What follows belongs to an exercise in optimizing a design on an open flow for small area; a production flow would make more cautious choices.
Only simulation tests tie the RTL to the original design; equivalence was not proved.
Power and IR drop assume default switching activity.

nickel:
## necir_core
module necir_core #(
    parameter [7:0] DEV_ADDR       = 8'h00,
    parameter [7:0] CMD_POWER_ON   = 8'h08,
    parameter [7:0] CMD_POWER_OFF  = 8'h09,
    parameter [7:0] CMD_MODE_COOL  = 8'h30,
    parameter [7:0] CMD_MODE_HEAT  = 8'h31,
    parameter [7:0] CMD_MODE_FAN   = 8'h32,
    parameter [7:0] CMD_MODE_DRY   = 8'h33,
    parameter [7:0] CMD_MODE_AUTO  = 8'h34,
    parameter [7:0] TEMP_BASE      = 8'h10,
    parameter [7:0] CMD_FAN_LOW    = 8'h40,
    parameter [7:0] CMD_FAN_MEDIUM = 8'h41,
    parameter [7:0] CMD_FAN_HIGH   = 8'h42,
    parameter [7:0] CMD_FAN_AUTO   = 8'h43
) (
    input             clk,
    input             rst_n,        
    input             soft_rst,     
    input             bus_req,
    input             bus_we,
    input      [1:0]  bus_size,     
    input      [11:0] bus_addr,
    input      [31:0] bus_wdata,
    output            bus_ack,
    output            bus_err,
    output reg [31:0] bus_rdata,
    output reg        tx_call,      
    output            tx_send,      
    output     [15:0] tx_freq,
    output     [15:0] tx_duty,
    output            tx_pvalid,    
    output     [15:0] tx_pdata,
    input             tx_pready,
    input             tx_rvalid,
    input             tx_rerr,
    input      [7:0]  tx_rcode
);
    localparam [15:0] T_HDR_MARK   = 16'd9000;
    localparam [15:0] T_HDR_SPACE  = 16'd4500;
    localparam [15:0] T_BIT_MARK   = 16'd560;
    localparam [15:0] T_ONE_SPACE  = 16'd1690;
    localparam [15:0] T_ZERO_SPACE = 16'd560;
    localparam [15:0] T_STOP_MARK  = 16'd560;
    localparam [15:0] CARRIER_HZ   = 16'd38000;
    localparam [15:0] CARRIER_DUTY = 16'd500;
    localparam [2:0] ERR_NONE     = 3'h0;
    localparam [2:0] ERR_RANGE    = 3'h1;
    localparam [2:0] ERR_ENUM     = 3'h2;
    localparam [2:0] ERR_ILLEGAL  = 3'h3;
    localparam [2:0] ERR_NO_FRAME = 3'h4;
    localparam [2:0] ERR_HARDWARE = 3'h5;
    localparam [1:0] TX_IDLE     = 2'd0;
    localparam [1:0] TX_WAIT_ON  = 2'd1;
    localparam [1:0] TX_WAIT_SND = 2'd2;
    localparam [1:0] TX_WAIT_OFF = 2'd3;
    localparam        NENT     = 71;
  ...
clock: 10.0 ns
lec_check: 0
cap_margin: 20
core_margin: 2
core_utilization: 50
place_density: 0.75
slew_margin: 20
standard.sh (not shown) runs the stock make flow with config.mk's settings and CLKGATE_MAP_FILE= SYNTH_SCRIPT=/design/flow/synth_recipe.tcl, a recipe that flattens the netlist after the stock synthesis.
==> flow/flow/run.sh <==
#!/bin/bash
# The standard ORFS layout (standard.sh) with three changes:
#  - synthesis maps the combinational logic with an area-oriented ABC script
#    (flow/my_synth.tcl, flow/area.abc); registers are mapped as in the standard synthesis;
#  - CTS uses clkbuf_8 with larger sink clusters and no dummy loads;
#  - the ports are buffered with the smallest buffer (buf_1).
# All tool output goes to standard.log; ORFS keeps its per-step logs under orfs/logs.
set -euo pipefail
here=$(pwd)
sed "s#SYNTH_SCRIPT=[^ ]*#SYNTH_SCRIPT=$here/flow/my_synth.tcl#" standard.sh > my_standard.sh
grep -q "SYNTH_SCRIPT=$here/flow/my_synth.tcl" my_standard.sh
export CTS_ARGS="-sink_clustering_enable -repair_clock_nets -dont_use_dummy_load -buf_list {sky130_fd_sc_hd__clkbuf_8} -sink_clustering_size 20 -sink_clustering_max_diameter 50"
export BUFFER_PORTS_ARGS="-buffer_cell sky130_fd_sc_hd__buf_1"
bash my_standard.sh > standard.log 2>&1
==> flow/flow/area.abc <==
strash
&get -n
&deepsyn -T 30
&put
dch -f
map -a
mfs2 -W 6 -F 4
strash
dc2
dch -f
map -a
topo
==> flow/flow/my_synth.tcl <==
# The standard synthesis (synth_recipe.tcl, unchanged), except that Yosys's abc pass
# maps the combinational logic with an area-oriented ABC script (area.abc). Flip-flops are
# mapped before abc, so the registers, their names and cell types are the standard ones.
set ::my_abc_script [file join [file dirname [file normalize [info script]]] area.abc]
proc abc {args} {
  set i [lsearch -exact $args -script]
  if { $i >= 0 } { lset args [expr {$i + 1}] $::my_abc_script }
  yosys abc {*}$args
}
source [file join [file dirname [file dirname [file normalize [info script]]]] synth_recipe.tcl]
The inputs of ember differ from those of nickel as listed below.
Settings: swapping 0.75 for 0.72 in PLACE_DENSITY; swapping 50 for 60 in CORE_UTILIZATION.
Findings:
- Row share of the core filled with cells in the final layout: ember higher / nickel lower
- ember ends up with lower number of non-clock buffers in the layout than nickel does.
- Comparing nickel with ember, the total power after layout came out essentially unchanged.
- From nickel to ember the numbers moved as follows: logic gate share of total power did not really move, number of placed cells counting well taps went down, worst voltage drop across the vdd grid went up, final worst slack went up, sequential cell area share went up.
- [diff] cell area after layout, ember relative to nickel: improvement

-- static timing again, ports no longer ideal --
The flow's constraints put no driver on any port. The routed layouts listed below were extracted and timed again, unchanged, in two steps. Step 1 assumes that a clkbuf_16 drives the clock port and a buf_2 every other input. Step 2 adds t to the input delays and takes it off the output delays; t is the mean of the earliest and latest rising clock arrival at the registers after step 1. Input paths then give back, and output paths get back, about the clock's delay inside the block. Slacks: no drivers / after step 1 / after step 2; pairs: no drivers / after step 1.
| run | t, ns | setup slack, ns | hold slack, ns | worst setup path after step 2 |
|---|---|---|---|---|
| nickel | 0.690 | 2.714 / 2.641 / 2.641 | 0.267 / 0.267 / 0.267 | input to output |
| ember | 0.697 | 2.758 / 2.704 / 2.704 | 0.265 / 0.265 / 0.265 | input to output |
After both steps every run listed still meets setup and hold. For nickel, which loses most, drivers alone change the setup slack by -0.073 ns; drivers and shift together by -0.073 ns.
